What follows belongs to an exercise in optimizing a design on an open flow for small area, a short achievable clock period and few clock cycles per item; a production flow would make more cautious choices.
RTL that was checked went through simulation tests only; none was proved equivalent to the original.
Only the layout flow was run in run 4; the RTL was not checked for function there.
Power figures rest on the tool's default switching activity, not on a simulated workload.

## design.v

```verilog
module ptouch_rle (
    input  wire       clk,
    input  wire       rst,         
    input  wire       in_valid,
    output reg        in_ready,
    input  wire [7:0] in_data,
    input  wire       in_last,
    output reg        out_valid,
    input  wire       out_ready,
    output reg  [7:0] out_data,
    output reg        out_last
);
    localparam QA = 5;          
    localparam QW = 3;          
    localparam W0 = 4;          
    wire in_fire = in_valid && in_ready;
    reg [1023:0] ring;
    always @(posedge clk)
        ring <= {ring[1015:0], in_ready ? in_data : ring[1023:1016]};
    reg  [6:0] ph;           
    reg  [8:0] dst;          
    reg        fire_d;
    reg       n_v, n_l, n_e, c_v, c_l;
    reg       run;
    reg [7:0] cnt;
    reg [9:0]    q [0:QA-1];
    reg [9:0]    hq;
    reg [QW-1:0] q_wp, q_rp;
    reg [QW:0]   q_cnt;
    wire       cls   = c_v && (c_l || n_v) && (q_cnt != QA + 1);
    wire       shift = cls || !c_v;
    wire       eqx   = !c_l && n_e;          
    wire [7:0] cnx   = cnt + (run ? 8'hff : 8'h01);   
    reg       push;
    reg [9:0] push_d;
    always @(*) begin
        push   = 1'b0;
        push_d = {run, cnx, c_l};
        if (cls) begin
            if (run)
                push = c_l || !eqx || cnt == 8'd3;           
            else if (eqx) begin
                push   = (cnt != 8'hff);                     
                push_d = {1'b0, cnt, 1'b0};
            end else
                push = c_l || cnt == 8'd125;                 
        end
    end
    reg       busy, b_run, b_last;
    reg [7:0] rm;            
    reg [6:0] sel;           
    wire       q_ne = (q_cnt != 0);
    wire       a_ne = (q_cnt > 1);
    wire       oload = !out_valid || out_ready;
    wire       pop  = oload && !busy && q_ne;
    wire       dok  = oload && busy && sel[6:5] == 2'b00;
    wire [255:0] win  = ring[8*W0 +: 256];
    wire [7:0]   rdat = win[{sel[4:0], 3'b000} +: 8];
    wire       p_v = pop || dok;
    wire [7:0] p_d = pop ? hq[8:1] : rdat;
    wire       p_l = dok && b_last && (b_run || rm[6:0] == 7'd0);
    reg        dok_d, run_d;
    wire [8:0] radj = !dok_d ? 9'd0 : run_d ? {1'b1, rm} : 9'h1ff;
    wire [6:0] sel1 = sel + 7'd1;
    wire [6:0] sel2 = sel + 7'd1 + hq[7:1];
    wire open_run_only = run && !busy && !q_ne;
    wire resync = !c_v && !n_v && !busy && !q_ne && (run || cnt == 8'hff);
    wire q_ok   = (q_cnt < QA) || (q_cnt == QA && (!push || pop))
                               || (pop && !push);
    wire lt128  = !dst[8] && !dst[7];
    wire lt127  = lt128 && dst[6:0] != 7'h7f;
    wire lt126  = lt128 && dst[6:1] != 6'h3f;
    wire rdy0   = (resync || ph == 7'd127) && (open_run_only || (fire_d ? lt127 : lt128)) && q_ok;
    wire rdy1   = (open_run_only || (fire_d ? lt126 : lt127)) && q_ok;
    always @(posedge clk) begin
        if (rst) begin
            ph <= 7'd0;
            dst <= 9'd0;
            fire_d <= 1'b0;
            in_ready <= 1'b0;
            n_v <= 1'b0; c_v <= 1'b0; n_l <= 1'b0; c_l <= 1'b0;
            run <= 1'b0; cnt <= 8'hff;
            q_wp <= 0; q_rp <= 0; q_cnt <= 0;
            busy <= 1'b0; b_run <= 1'b0; b_last <= 1'b0; rm <= 8'd0;
            sel <= 7'd127 - W0;
            dok_d <= 1'b0; run_d <= 1'b0;
            out_valid <= 1'b0; out_data <= 8'd0; out_last <= 1'b0;
        end else begin
            if (in_fire)     ph <= ph;
            else if (resync) ph <= 7'd0;
            else             ph <= ph + 7'd1;
            dst      <= dst + radj + {8'd0, fire_d};
            fire_d   <= in_fire;
            in_ready <= in_fire ? rdy1 : rdy0;
            if (shift) begin
                c_v <= n_v; c_l <= n_l;
                n_v <= in_fire;
            end else if (in_fire) begin
                n_v <= 1'b1;
            end
            if (in_ready) begin
                n_l <= in_last;
                n_e <= (in_data == ring[7:0]);
            end
            if (cls) begin
                if (run) begin
                    if (push) begin run <= 1'b0; cnt <= 8'hff; end
                    else cnt <= cnx;
                end else if (eqx) begin
                    run <= 1'b1;
                    cnt <= 8'd0;
                end else begin
                    cnt <= push ? 8'hff : cnx;
                end
            end
            if (pop && a_ne) begin
                hq   <= q[q_rp];
                q_rp <= (q_rp == QA - 1) ? {QW{1'b0}} : q_rp + 1'b1;
            end else if (pop || !q_ne) begin
                hq   <= push_d;
            end
            if (q_cnt != QA + 1)
                q[q_wp] <= push_d;
            if (push && q_ne && (a_ne || !pop))
                q_wp <= (q_wp == QA - 1) ? {QW{1'b0}} : q_wp + 1'b1;
            q_cnt <= q_cnt + {{QW{1'b0}}, push} - {{QW{1'b0}}, pop};
            if (resync && !in_fire)  sel <= 7'd127 - W0;
            else if (dok)            sel <= sel;
            else if (pop && hq[9])   sel <= sel2;
            else                     sel <= sel1;
            dok_d <= dok;
            run_d <= b_run;
            if (pop) begin
                busy   <= 1'b1;
                b_run  <= hq[9];
                b_last <= hq[0];
                rm     <= hq[8:1];
            end else if (dok) begin
                if (b_run || rm[6:0] == 7'd0) busy <= 1'b0;
                rm <= rm - 8'd1;
            end
            if (oload) begin
                out_valid <= p_v; out_data <= p_d; out_last <= p_l;
            end
        end
    end
endmodule
```

## flow/run.sh

```bash
#!/bin/bash
# Layout: the standard ORFS flow (standard.sh, synthesis included,
# unchanged) with two settings added on make's command line:
#  - buffer_ports inserts buf_2 cells as the port buffers (every input and
#    output port still gets its buffer);
set -euo pipefail
MARGIN=${MARGIN:-5.4}
bash standard.sh "BUFFER_PORTS_ARGS=-buffer_cell sky130_fd_sc_hd__buf_2" \
    "SETUP_SLACK_MARGIN=${MARGIN}" finish > make.log 2>&1
```

## standard.sh

```bash
#!/bin/bash
# synth_recipe.tcl (not shown) runs the flow's synth.tcl, then flattens the netlist and writes it again
# the make line also repeats each setting of config.mk as NAME=value (left out here)
make -C /OpenROAD-flow-scripts/flow DESIGN_CONFIG=/design/flow/config.mk WORK_HOME=/design/flow/orfs CLKGATE_MAP_FILE= SYNTH_SCRIPT=/design/flow/synth_recipe.tcl "${@:-finish}"
```

## config.mk

```make
export PLATFORM = sky130hd
export DESIGN_NAME = ptouch_rle
export DESIGN_NICKNAME = ptouch_rle
export VERILOG_FILES = /design/flow/design.v
export SDC_FILE = /design/flow/constraint.sdc
export NUM_CORES = 4
export LEC_CHECK = 0
export ABC_CLOCK_PERIOD_IN_PS = 2500
export CAP_MARGIN = 20
export CORE_MARGIN = 2
export CORE_UTILIZATION = 65
export CTS_CLUSTER_DIAMETER = 100
export CTS_CLUSTER_SIZE = 30
export SLEW_MARGIN = 20
```

## constraint.sdc

```tcl
create_clock -name core_clock -period 8.0 [get_ports {clk}]
set_input_delay 1.6000 -clock core_clock [delete_from_list [all_inputs] [get_ports {clk}]]
set_output_delay 1.6000 -clock core_clock [all_outputs]
set_load 0.01 [all_outputs]
```

==> flow_summary.ini, run 1 <==
[sta]
rsz0062_at_grt = true
hold_viol = 0
drv_slew = 0
finalWorstSetupSlack_ns = 5.26
fin_crit_ns = 2.74
max_freq_ghz = 0.365
setup_violations = 0
final.setup_skew_ns = 0.0188
finalCritPeriodShare_pct = 34.2
worstMarginPinSlew_ns = 0.825
max_slew_margin_pct = 44.4
fin_tns_setup_ns = 0

[layout]
drive_above_1_share_pct = 15.1
layout_commonest_cell = dfxtp_1
diodes = 0
final_cell_mix = dfxtp_1 (1077), mux4_2 (86), nor2_1 (66)
nets = 1927
area_growth_pct = 9.37

[pwr]
ir_drop_v = 0.000287
switchingPower_w = 0.00276
internal_power_w = 0.00824
p_leak_nw = 12.4
p_comb_share_pct = 15.4
p_per_area_nw_per_um2 = 342
p_seq_share_pct = 60.6
p_sw_share_pct = 25.1
p_clk_share_pct = 24.0

[logic_synthesis]
synthArstFlopShare_pct = 0
synth_top_area_share_pct = 74.8
synth_area_um2 = 29400
synth_area_leaders = dfxtp_1 (75%), mux4_2 (6.6%), edfxtp_1 (6.2%)
syn_nets = 1861
synth_cells = 1807
ys.warnings.count = 1
synth_flop_cell = dfxtp_1
synth_edf_count = 61
syn_avg_cell_area_um2 = 16.3
ys_seq_area_share_pct = 81.1
synth_seq_cells = 1159
synth_top_cell_by_area = dfxtp_1
yosysUniqueCellTypes = 61

[floorplanning]
dieArea_um2 = 46900
ioPinCount = 24
initial_core_util_pct = 66.1
die_width_um = 217
die_h_um = 217
fp-row-count = 77
design.core.area_um2 = 44400

[grt]
grt_pass1_vias = 13000
grt_pass1_wl_um = 68300
antenna_found_initial = 0
overflow = 0
grt_max_degree = 70
grt_util_all_layers_pct = 18.4

[clocking]
cts_buffers = 44
insertion_delay_ns = 0.61
cts_tree = yes
h-tree-depth = 2
clk_pin_slew_ns = 0.11
root_buffer = clkbuf_16
holdBufCountCts = 0
clockBufferDepth = 3
clock-sinks = 1159

[setup_path]
path_cells = buf_6
crit_buf_inv = 1
cpLargestDelayFamily = flip-flops
cp_slowest_cell = dfxtp_4
critical_path_class = flip-flop to primary output
crit_required_ns = 6.40
crit_fanout = 2
max_stage_delay_ns = 0.41
crit_path_end_kind = primary output
cp_data_arrival_time_ns = 1.14
start_kind = flip-flop

[hold_path]
worstHoldPathType = flip-flop to flip-flop

[job]
max_cap_viol_count = 0

[placement]
numPortBuffers = 23
dp_slack_ns = 4.25
dpl.hpwl_um = 24700
gp_congestion = 0.822

[detailed_routing]
drt_pass1_iterations = 6
avgRoutedWirePerCell_um = 17.2
drc = 0
postRouteAntennaNets = 0
vias = 12700
drt_wl_total_um = 42600
drtIter0Drc = 835
vias_per_cell = 5.14

[run_status]
status = finished clean
==> metrics by stage <==
step | area (um2) | util, % | instances | hold slack [ns] | total power (W)
2_1_floorplan | 29600 | - | 1807 | 0.310 | 0.00787
3_3_place_gp | 30200 | 68.0 | 2378 | 0.310 | 0.00821
3_5_place_dp | 30200 | 68.0 | 2378 | 0.312 | 0.00825
4_1_cts | 31800 | 71.6 | 2451 | 0.327 | 0.0110
5_1_grt | 32100 | 72.3 | 2473 | 0.328 | 0.0115
6_report | 32100 | 72.3 | 2473 | 0.323 | 0.0110
==> kinds of logic (layout without fill, tap and decap cells) <==
group / Yosys count / after routing / share of synthesized area (%)
AO/OA/AOI/OAI: 160 / 160 / 3.52
XOR/XNOR: 36 / 36 / 1.07
adder cells (fa/ha/maj): 42 / 42 / 1.91
buffers and inverters: 87 / 161 / 1.34
flip-flops: 1159 / 1159 / 81.1
multiplexers: 119 / 119 / 7.77
AND/OR/NAND/NOR: 204 / 204 / 3.33
==> final timing paths <==
kind	from	to	slack, ns	cells past startpoint
worst min-delay path	ring[559]	ring[567]	0.32	0
worst min register to register	ring[559]	ring[567]	0.32	0
worst max-delay path	out_data[5]	out_data[5]	5.26	1
worst max register to register	sel[0]	sel[6]	5.35	9
==> power groups by stage <==
stage / combinational, W / sequential [W] / clock (W)
6_report: 0.00169 / 0.00667 / 0.00264
5_1_grt: 0.00185 / 0.00673 / 0.00290
4_1_cts: 0.00159 / 0.00666 / 0.00271
3_5_place_dp: 0.00144 / 0.00681 / 0
3_3_place_gp: 0.00141 / 0.00680 / 0
2_1_floorplan: 0.00124 / 0.00663 / 0
==> cells in the mapped netlist, drive strengths merged (5+ instances only) <==
cell type / n
nand4: 9
edfxtp: 61
xor2: 11
mux2: 12
nor4: 5
o41ai: 6
a21o: 6
buf: 27
nor2: 69
fa: 5
mux2i: 21
mux4: 86
ha: 36
clkbuf: 23
a21oi: 41
a211o: 5
inv: 37
o21ai: 41
a2111oi: 10
xnor2: 25
nor2b: 16
dfxtp: 1098
o21a: 14
nor3: 20
nand3: 10
nand2: 49
a211oi: 10
==> per-layer routing <==
metal | global-route usage [%] | vias up | part of all wire, %
met1 | 26.9 | 6212 | 49
met4 | 5.50 | 0 | 2.5
met3 | 3.42 | 76 | 4.4
met5 | 0 | - | 0
met2 | 28.4 | 197 | 44
li1 | - | 6236 | -
==> cell type report <==
cell class	instances	area, um2
multi-input combinational	561	5430
clock buffer	51	1150
inverter	37	158
sequential	1159	23900
timing repair buffer	69	718
fill	2824	12300
clock inverter	3	62.6
tap	592	741
timing repair inverter	1	8.76
==> state kept, by name, indices dropped and copies added, names as in the netlist, 3 cells and up, named ones only <==
register	count
q_rp	3
ph	7
cnt	8
q_wp	3
q_cnt	4
ring	1024
out_data	8
rm	8
dst	9
hq	10
sel	7
q	50
==> worst register-to-register path, cell delays in order, from the launching register on <==
cell     delay, ns
dfxtp_4       0.44
buf_16        0.18
ha_2          0.31
fa_1          0.45
a21o_1        0.19
a21oi_2       0.18
o21ai_0       0.13
xnor2_1       0.14
or3_1         0.36
a21o_1        0.18
==> timing repair <==
action,in CTS,in global routing
gates cloned,1,3
hold endpoints to repair,0,0
pin swaps,5,10
resized for setup,68,28
setup buffers,18,19
endpoints found under the setup margin,109,78
Testbench counts, summed over its fixed seeds: cycles 178,658, items 176,050.
==> run 2, diff against run 1 <==
--- a/flow/run.sh
+++ b/flow/run.sh
@@ -5,5 +5,5 @@
 #    output port still gets its buffer);
 set -euo pipefail
-MARGIN=${MARGIN:-5.4}
+MARGIN=${MARGIN:-5.25}
 bash standard.sh "BUFFER_PORTS_ARGS=-buffer_cell sky130_fd_sc_hd__buf_2" \
     "SETUP_SLACK_MARGIN=${MARGIN}" finish > make.log 2>&1
==> run 2 against run 1 <==
  * Combinational power fell by 8%
  * Still clean on timing, DRC and antenna
  * Sequential cell count did not move
  * Critical path depth did not move
  * Critical path type unchanged
  * Clock skew rose by 0.0078 ns
  * Die area did not move
  * Via count fell by 1.6%
  * Synthesized cell count did not move
  * Worst setup slack got worse by 0.014 ns
  * Area after synthesis did not move
  * Sequential share of layout area rose by 0.87 points
==> flow_summary.ini, run 2 <==
[floorplanning]
initial_core_util_pct = 66.1
die_h_um = 217
die_width_um = 217
fp-row-count = 77
ioPinCount = 24
dieArea_um2 = 46900
design.core.area_um2 = 44400

[clocking]
insertion_delay_ns = 0.62
root_buffer = clkbuf_16
clk_pin_slew_ns = 0.11
cts_buffers = 44
clockBufferDepth = 3
h-tree-depth = 2
holdBufCountCts = 0
cts_tree = yes
clock-sinks = 1159

[detailed_routing]
wl_met1_um = 21100
avgRoutedWirePerCell_um = 17.2
vias_per_cell = 5.12
drt_wl_total_um = 42100
drc = 0
wl_met2_um = 18600
route.met3.wl_um = 1500
drt_pass1_iterations = 5
postRouteAntennaNets = 0
vias = 12500
drtIter0Drc = 712
top_layer_used = met4

[layout]
final_cell_mix = dfxtp_1 (1080), mux4_2 (86), nor2_1 (66)
fill_cells = 2861
regMostFlops = ring
diodes = 0
area_growth_pct = 8.11
stdcell_area_um2 = 31800
nets = 1899
largest_registers = ring: 1024 flops, q: 50 flops, hq: 10 flops
layout_commonest_cell = dfxtp_1
drive_above_1_share_pct = 13.1
largest_reg_flops = 1024

[sta]
final.setup_skew_ns = 0.0266
setup_violations = 0
max_slew_margin_pct = 50.7
fin_crit_ns = 2.75
hold_viol = 0
max_freq_ghz = 0.363
drv_slew = 0
rsz0062_at_grt = true
fin_tns_setup_ns = 0
worstMarginPinSlew_ns = 0.731
finalCritPeriodShare_pct = 34.4

[placement]
gp_congestion = 0.815
postPlaceCellArea_um2 = 30200
dpl.hpwl_um = 24200
numPortBuffers = 23

[pwr]
p_clk_share_pct = 24.3
switchingPower_w = 0.00274
p_leak_nw = 12.2
p_sw_share_pct = 25.1
ir_drop_v = 0.000277
p_seq_share_pct = 61.5
internal_power_w = 0.00816
p_comb_share_pct = 14.2
p_per_area_nw_per_um2 = 343

[setup_path]
cp_data_arrival_time_ns = 1.15
crit_fanout = 2
start_kind = flip-flop
crit_buf_inv = 1
path_cells = buf_6
r2r_setup_slack_ns = 5.41
critical_path_class = flip-flop to primary output
r2r-start = q_cnt[3]
crit_start = out_data[4]
crit_path_end_kind = primary output
max_stage_delay_ns = 0.41
crit_required_ns = 6.40
cp_slowest_cell = dfxtp_4
cpLargestDelayFamily = flip-flops

[logic_synthesis]
synth_most_common_cell = dfxtp_1
ys_seq_area_share_pct = 81.1
synth_flop_cell = dfxtp_1
synth_top_area_share_pct = 74.8
ys.warnings.count = 1
synth_area_um2 = 29400
yosysUniqueCellTypes = 61
post_synth_most_frequent_cells = dfxtp_1 (1098), mux4_2 (86), nor2_1 (69), edfxtp_1 (61), nand2_1 (48)
synthArstFlopShare_pct = 0
synth_area_leaders = dfxtp_1 (75%), mux4_2 (6.6%), edfxtp_1 (6.2%)
syn_nets = 1861
synth_cells = 1807
synth_seq_cells = 1159
synth_edf_count = 61
synth_top_cell_by_area = dfxtp_1
syn_avg_cell_area_um2 = 16.3

[grt]
antenna_found_initial = 0
grt_pass1_wl_um = 68100
overflow = 0
grt_util_all_layers_pct = 18.4
grt_pass1_vias = 12800
grt_max_degree = 70

[run_status]
status = finished clean

[hold_path]
hold_start = ring[686]
worstHoldPathType = flip-flop to flip-flop

[job]
max_cap_viol_count = 0
## run 2: cell types whose count changed in the layout (fill, tap and decap cells not counted), sizes merged
cell and change:
buf -27, bufbuf -1, clkbuf -1, clkinv -2, clkinvlp -1, inv +2
## run 2: per-layer routing
metal  GRT usage, %  vias to the layer above
met3           2.47                       66
met1           27.5                     6065
met2           28.1                      198
met5              0                        -
li1               -                     6188
met4           6.10                        0
## run 2: worst paths after layout
check,to,depth (start not counted)
max,out_data[4],1
min,ring[694],0
max reg2reg,q_cnt[3],13
min reg2reg,ring[694],0
## run 2: logic make-up after synthesis
family,after synthesis,share of synthesized area (%)
compound gates,160,3.52
mux,119,7.77
fa+ha+maj,42,1.91
xor+xnor,36,1.07
simple gates,204,3.33
buf+inv,87,1.34
flops,1159,81.1
## run 2: metrics by stage
step	utilization [%]	hold WS, ns	power (W)	cells	worst slack (ns)
3_5_place_dp	67.9	0.312	0.00824	2377	4.22
5_1_grt	71.5	0.316	0.0114	2443	5.19
3_3_place_gp	67.9	0.310	0.00821	2377	4.31
2_1_floorplan	-	0.310	0.00787	1807	4.79
4_1_cts	71.0	0.298	0.0109	2433	5.23
6_report	71.5	0.308	0.0109	2443	5.25
## run 2: area by class of cell
cell class | count | area (um2) | area share [%]
Clock buffer | 49 | 1140 | 3.59
Clock inverter | 3 | 55.1 | 0.173
Timing Repair Buffer | 42 | 430 | 1.36
Multi-Input combinational cell | 561 | 5380 | 17.0
Inverter | 37 | 146 | 0.461
Tap cell | 592 | 741 | 2.33
Sequential cell | 1159 | 23900 | 75.1
## run 2: power groups by stage
stage | clock network [W] | logic, W | registers (W)
final | 0.00264 | 0.00155 | 0.00670
after global routing | 0.00291 | 0.00172 | 0.00677
after CTS | 0.00271 | 0.00151 | 0.00669
after detailed placement | 0 | 0.00142 | 0.00682
after global placement | 0 | 0.00140 | 0.00681
after floorplan | 0 | 0.00124 | 0.00663
## run 2: what timing repair did
item | 4_1_cts | 5_1_grt
endpoints found under the setup margin | 58 | 53
buffers inserted | 4 | 7
pin swaps | 1 | 4
endpoints found under the hold margin | 0 | 0
cloned | 0 | 3
resized for setup | 46 | 23
==> run 3, diff against run 2 <==
--- a/config.mk
+++ b/config.mk
@@ -11,4 +11,4 @@
 export CORE_UTILIZATION = 65
 export CTS_CLUSTER_DIAMETER = 100
-export CTS_CLUSTER_SIZE = 30
+export CTS_CLUSTER_SIZE = 27
 export SLEW_MARGIN = 20
==> run 3 against run 2 <==
  * Still clean
  * Non-clock buffer count grew 3
  * Fmax shrank 0.45%
  * Worst setup slack lost 0.012 ns
  * Register-to-register slack lost 0.03 ns
==> flow_summary.ini, run 3 <==
[floorplanning]
fp-row-count = 77
dieArea_um2 = 46900
ioPinCount = 24
die_width_um = 217
design.core.area_um2 = 44400
die_h_um = 217
initial_core_util_pct = 66.1

[setup_path]
path_cells = buf_6
crit_path_end_kind = primary output
crit_fanout = 2
crit_buf_inv = 1
max_stage_delay_ns = 0.42
crit_required_ns = 6.40
cpLargestDelayFamily = flip-flops
cp_data_arrival_time_ns = 1.16
critical_path_class = flip-flop to primary output
start_kind = flip-flop
cp_slowest_cell = dfxtp_4

[clocking]
cts_buffers = 49
holdBufCountCts = 0
insertion_delay_ns = 0.63
clk_pin_slew_ns = 0.11
root_buffer = clkbuf_16
clockBufferDepth = 3
h-tree-depth = 2
cts_tree = yes
clock-sinks = 1159

[logic_synthesis]
synthXorXnorAreaFrac_pct = 1.07
synth_mux_area_share_pct = 7.77
synth_top_cell_by_area = dfxtp_1
synthAdderAreaFrac_pct = 1.91
synth_area_um2 = 29400
synth_cells = 1807
synth_most_common_cell = dfxtp_1
synth_top_family_by_area = multiplexers
synthArstFlopShare_pct = 0
synthSimpleGateAreaFrac_pct = 3.33
syn_nets = 1861
syn_avg_cell_area_um2 = 16.3
synth_edf_count = 61
post_synth_most_frequent_cells = dfxtp_1 (1098), mux4_2 (86), nor2_1 (69), edfxtp_1 (61), nand2_1 (48)
yosysUniqueCellTypes = 61
synth_compound_area_share_pct = 3.52
synth_seq_cells = 1159
ys.warnings.count = 1
synth_top_area_share_pct = 74.8
ys_seq_area_share_pct = 81.1
synth_area_leaders = dfxtp_1 (75%), mux4_2 (6.6%), edfxtp_1 (6.2%)
synth_flop_cell = dfxtp_1

[layout]
regMostFlops = ring
final_cell_mix = dfxtp_1 (1081), mux4_2 (86), nor2_1 (66)
area_growth_pct = 8.70
fill_cells = 2835
nets = 1907
largest_registers = ring: 1024 flops, q: 50 flops, hq: 10 flops
drive_above_1_share_pct = 13.5
layout_commonest_cell = dfxtp_1
largest_reg_flops = 1024
diodes = 0

[grt]
overflow = 0
grt_max_degree = 70
grt_util_all_layers_pct = 18.6
grt_pass1_wl_um = 68600
antenna_found_initial = 0
grt_pass1_vias = 12900

[sta]
fin_crit_ns = 2.76
drv_slew = 0
max_freq_ghz = 0.362
max_slew_margin_pct = 52.0
setup_violations = 0
finalCritPeriodShare_pct = 34.5
worstMarginPinSlew_ns = 0.715
hold_ws_ns = 0.313
fin_tns_setup_ns = 0
rsz0062_at_grt = true
hold_viol = 0
final.setup_skew_ns = 0.0196

[detailed_routing]
drc = 0
drt_wl_total_um = 42600
avgRoutedWirePerCell_um = 17.4
vias = 12600
vias_per_cell = 5.15
drtIter0Drc = 754
drt_pass1_iterations = 5
postRouteAntennaNets = 0

[job]
max_cap_viol_count = 0

[placement]
gp_congestion = 0.815
dpl.hpwl_um = 24200
numPortBuffers = 23

[pwr]
p_leak_nw = 12.3
ir_drop_v = 0.000246
p_per_area_nw_per_um2 = 346

[hold_path]
worstHoldPathType = flip-flop to flip-flop

[run_status]
status = finished clean
-- run 3: layout make-up --
class | instances | area, um2 | area share, %
Inverter | 37 | 146 | 0.458
Sequential cell | 1159 | 23900 | 74.7
Clock buffer | 53 | 1240 | 3.89
Multi-Input combinational cell | 561 | 5380 | 16.9
Timing Repair Buffer | 45 | 463 | 1.45
Clock inverter | 5 | 97.6 | 0.306
Tap cell | 592 | 741 | 2.32
-- run 3: cell families (layout without fill, tap and decap cells) --
logic type | count (synthesis) | in the layout
buf+inv | 87 | 140
compound gates | 160 | 160
fa+ha+maj | 42 | 42
xor+xnor | 36 | 36
mux | 119 | 119
flops | 1159 | 1159
simple gates | 204 | 204
-- run 3: final timing paths --
kind                  to  slack [ns]  depth (start not counted)        start
max          out_data[7]        5.24                          1  out_data[7]
min            ring[681]        0.31                          0    ring[673]
max reg2reg       dst[7]        5.38                         10        run_d
min reg2reg    ring[681]        0.31                          0    ring[673]
-- run 3: power by group --
group / internal [W] / switching [W] / total (W)
Combinational: 0.000777 / 0.000792 / 0.00157
Clock: 0.00113 / 0.00165 / 0.00278
Sequential: 0.00635 / 0.000348 / 0.00670
Total: 0.00826 / 0.00279 / 0.0110
-- run 3: through the flow --
stage / util [%] / setup slack [ns] / cell area, um2 / power, W / instances
finish: 71.9 / 5.24 / 31900 / 0.0110 / 2452
global route: 71.9 / 5.17 / 31900 / 0.0115 / 2452
CTS: 71.4 / 5.22 / 31700 / 0.0111 / 2442
detailed placement: 67.9 / 4.22 / 30200 / 0.00824 / 2377
global placement: 67.9 / 4.31 / 30200 / 0.00821 / 2377
floorplan: - / 4.79 / 29600 / 0.00787 / 1807
-- run 3: routing by layer --
layer	track usage, %	wire length, um
met5	0	0
met4	5.07	906
met3	3.10	1490
met2	28.7	19000
met1	27.5	21200
-- run 3: what timing repair did --
| item | in CTS | in global routing |
|---|---|---|
| resized for setup | 47 | 23 |
| gates cloned | 0 | 3 |
| pin swaps | 1 | 4 |
| buffers inserted | 7 | 7 |
| endpoints found under the setup margin | 58 | 54 |
==> run 4, diff against run 3 <==
--- a/design.v
+++ b/design.v
@@ -14,4 +14,5 @@
     localparam QW = 3;          
     localparam W0 = 4;          
+    localparam WN = 24;         
     wire in_fire = in_valid && in_ready;
     reg [1023:0] ring;
@@ -54,7 +55,7 @@
     wire       oload = !out_valid || out_ready;
     wire       pop  = oload && !busy && q_ne;
-    wire       dok  = oload && busy && sel[6:5] == 2'b00;
-    wire [255:0] win  = ring[8*W0 +: 256];
-    wire [7:0]   rdat = win[{sel[4:0], 3'b000} +: 8];
+    wire       dok  = oload && busy && sel < WN;
+    wire [8*WN-1:0] win  = ring[8*W0 +: 8*WN];
+    wire [7:0]      rdat = win[{sel[4:0], 3'b000} +: 8];
     wire       p_v = pop || dok;
     wire [7:0] p_d = pop ? hq[8:1] : rdat;
==> run 4 against run 3 <==
  * Via count increased by 3.9%
  * Sequential share of layout area grew 0.49 points
  * Largest cell class unchanged
  * Critical path depth rose by 10
  * Still clean on timing, DRC and antenna
  * Area after synthesis fell by 0.83%
  * Critical path type is now flip-flop to flip-flop
  * Sequential cell count stayed put
  * Synthesized cell count increased by 4.3%
  * Routed wire length up 6.1%
==> flow_summary.ini, run 4 <==
[setup_path]
start_kind = flip-flop
max_stage_delay_ns = 0.53
cp_slowest_cell = or4_4
crit_required_ns = 8.50
crit_buf_inv = 3
crit_path_end_kind = flip-flop
crit_fanout = 4
critical_path_class = flip-flop to flip-flop
cpLargestDelayFamily = simple AND/OR/NAND/NOR gates
r2r_setup_slack_ns = 5.28
path_cells = or4_4 > o41ai_4 > nand2_1 > or2_4 > inv_4 > ha_4 > inv_4 > ha_4 > inv_2 > fa_2 > nor2_1
cp_data_arrival_time_ns = 3.22

[logic_synthesis]
syn_avg_cell_area_um2 = 15.5
synth_area_um2 = 29100
synth_flop_cell = dfxtp_1
synth_cells = 1884
post_synth_most_frequent_cells = dfxtp_1 (1098), nor2_1 (69), nand2_1 (63), mux2i_1 (62), edfxtp_1 (61)
synth_top_cell_by_area = dfxtp_1
ys.warnings.count = 1
synth_most_common_cell = dfxtp_1
synth_edf_count = 61
yosysUniqueCellTypes = 69
synth_area_leaders = dfxtp_1 (75%), edfxtp_1 (6.3%), mux4_2 (2.8%)
syn_nets = 1938
synth_top_area_share_pct = 75.5
ys_seq_area_share_pct = 81.7
synthArstFlopShare_pct = 0
synth_seq_cells = 1159

[placement]
dp_slack_ns = 4.34
dpl.hpwl_um = 26100
gp_congestion = 0.820
numPortBuffers = 23

[layout]
largest_registers = ring: 1024 flops, q: 50 flops, hq: 10 flops
drive_above_1_share_pct = 11.2
final_cell_mix = dfxtp_1 (1078), nor2_1 (65), nand2_1 (62), mux2i_1 (62), edfxtp_1 (61)
layout_commonest_cell = dfxtp_1
area_growth_pct = 8.85
largest_reg_flops = 1024
diodes = 0
nets = 1996
post-route-util_pct = 71.7
regMostFlops = ring
fill_cells = 2730

[sta]
setup_violations = 0
fin_crit_ns = 2.72
worstMarginPinSlew_ns = 1.02
max_slew_margin_pct = 31.7
max_freq_ghz = 0.367
finalWorstSetupSlack_ns = 5.28
drv_slew = 0
rsz0062_at_grt = true
finalCritPeriodShare_pct = 34.0
fin_tns_setup_ns = 0
hold_viol = 0
final.setup_skew_ns = 0.0165

[grt]
grt_max_degree = 64
grt_pass1_vias = 13300
grt_pass1_wl_um = 73500
antenna_found_initial = 1
overflow = 0
grt_util_all_layers_pct = 19.9

[pwr]
p_seq_share_pct = 61.0
p_clk_share_pct = 25.5
switchingPower_w = 0.00278
p_leak_nw = 12.4
p_per_area_nw_per_um2 = 345
p_sw_share_pct = 25.4
internal_power_w = 0.00816
p_comb_share_pct = 13.5
p_total_w = 0.0109
ir_drop_v = 0.000245

[detailed_routing]
postRouteAntennaNets = 0
route.met3.wl_um = 1910
drt_pass1_iterations = 5
wl_met2_um = 20100
top_layer_used = met4
vias = 13100
vias_per_cell = 5.16
wl_met1_um = 22400
drc = 0
drt_wl_total_um = 45200
avgRoutedWirePerCell_um = 17.7
drtIter0Drc = 841

[floorplanning]
initial_core_util_pct = 65.9
dieArea_um2 = 46500
fp-row-count = 77
die_width_um = 216
die_h_um = 216
design.core.area_um2 = 44200
ioPinCount = 24

[clocking]
holdBufCountCts = 0
clockBufferDepth = 3
root_buffer = clkbuf_16
clk_pin_slew_ns = 0.10
cts_tree = yes
insertion_delay_ns = 0.62
cts_buffers = 49
clock-sinks = 1159
h-tree-depth = 2

[hold_path]
worstHoldPathType = flip-flop to flip-flop

[run_status]
status = finished clean

[job]
max_cap_viol_count = 0
[run 4: cell types whose count changed in the layout (fill, tap and decap cells not counted), moves of 8 or more]
cell	previous run	this run
a31oi_1	2	11
nand3_1	10	29
mux4_2	86	36
buf_4	13	28
a2111oi_0	9	1
mux2i_1	21	62
dfxtp_2	6	15
nand2_1	45	62
a22oi_1	4	15
[run 4: cell type report]
class | instances | area (um2) | area share (%)
clock buffer | 55 | 1250 | 3.94
clock inverter | 6 | 101 | 0.320
inverter | 32 | 128 | 0.402
multi-input combinational | 642 | 5140 | 16.2
sequential | 1159 | 23900 | 75.2
tap | 592 | 741 | 2.34
timing repair buffer | 58 | 502 | 1.58
[run 4: cells by family (layout without fill, tap and decap cells)]
| logic type | Yosys count | in the layout | share of synthesized area [%] |
|---|---|---|---|
| compound gates | 195 | 195 | 4.43 |
| xor+xnor | 28 | 28 | 0.842 |
| fa+ha+maj | 41 | 41 | 1.89 |
| buf+inv | 83 | 151 | 1.14 |
| flops | 1159 | 1159 | 81.7 |
| mux | 110 | 110 | 5.38 |
| simple gates | 268 | 268 | 4.58 |
[run 4: per-layer routing]
metal | vias up | GRT usage, %
li1 | 6451 | -
met1 | 6386 | 29.8
met2 | 231 | 30.6
met3 | 49 | 3.09
met4 | 0 | 5.40
met5 | - | 0
[run 4: final timing paths]
check / end / startpoint / cells past startpoint
hold / removal: ring[638] / ring[630] / 0
setup / recovery: q_cnt[1] / cnt[3] / 11
hold reg to reg: ring[638] / ring[630] / 0
setup reg to reg: q_cnt[1] / cnt[3] / 11
[run 4: power groups by stage]
stage	sequential, W	clock, W	combinational, W
finish	0.00668	0.00279	0.00148
global route	0.00674	0.00306	0.00164
CTS	0.00668	0.00287	0.00144
detailed placement	0.00679	0	0.00138
global placement	0.00679	0	0.00135
floorplan	0.00662	0	0.00114
[run 4: through the flow]
stage / hold WS (ns) / cells / instance area [um2]
after detailed placement: 0.312 / 2454 / 29900
after global routing: 0.327 / 2544 / 31700
after global placement: 0.310 / 2454 / 29900
final: 0.320 / 2544 / 31700
after floorplan: 0.310 / 1884 / 29300
after CTS: 0.328 / 2534 / 31600
[run 4: worst reg2reg max path, stage by stage, from the launching register on]
cell and delay (ns):
dfxtp_4 0.36, or4_4 0.53, o41ai_4 0.28, nand2_1 0.13, or2_4 0.28, inv_4 0.08, ha_4 0.20, inv_4 0.05
ha_4 0.12, inv_2 0.03, fa_2 0.50, nor2_1 0.04
[run 4: what timing repair did]
| item | CTS | global route |
|---|---|---|
| pin swaps | 6 | 4 |
| gates resized for setup | 34 | 18 |
| setup buffers | 19 | 10 |
| setup endpoints to repair | 63 | 67 |

what the ideal ports hide:
How much do the figures lean on ideal ports? The routed layouts below were timed once more, with nothing changed but the port constraints. Step 1 sets driving cells, clkbuf_16 on the clock port and buf_2 on the other inputs (assumed; they add their load-dependent delay and slew). Step 2 adds t to the input delays and takes it off the output delays; t is the mean of the earliest and latest rising clock arrival at the registers after step 1. Input paths then give back, and output paths get back, about the clock's delay inside the block. Slacks: ideal ports / drivers / drivers and shift; pairs: ideal ports / drivers.
run | t, ns | slack for setup (ns) | latest minus earliest clock arrival (ns) | pins driven straight from the clock port
run 1 | 0.661 | 5.263 / 5.206 / 4.813 | 0.030 / 0.031 | 1
run 2 | 0.660 | 5.248 / 5.192 / 4.722 | 0.041 / 0.040 | 1
run 3 | 0.673 | 5.236 / 5.180 / 4.707 | 0.025 / 0.024 | 1
run 4 | 0.673 | 5.277 / 5.219 / 4.691 | 0.029 / 0.029 | 1
After both steps setup and hold are still met in every run listed. For run 4, which loses most, drivers alone change the setup slack by -0.058 ns; drivers and shift together by -0.586 ns.
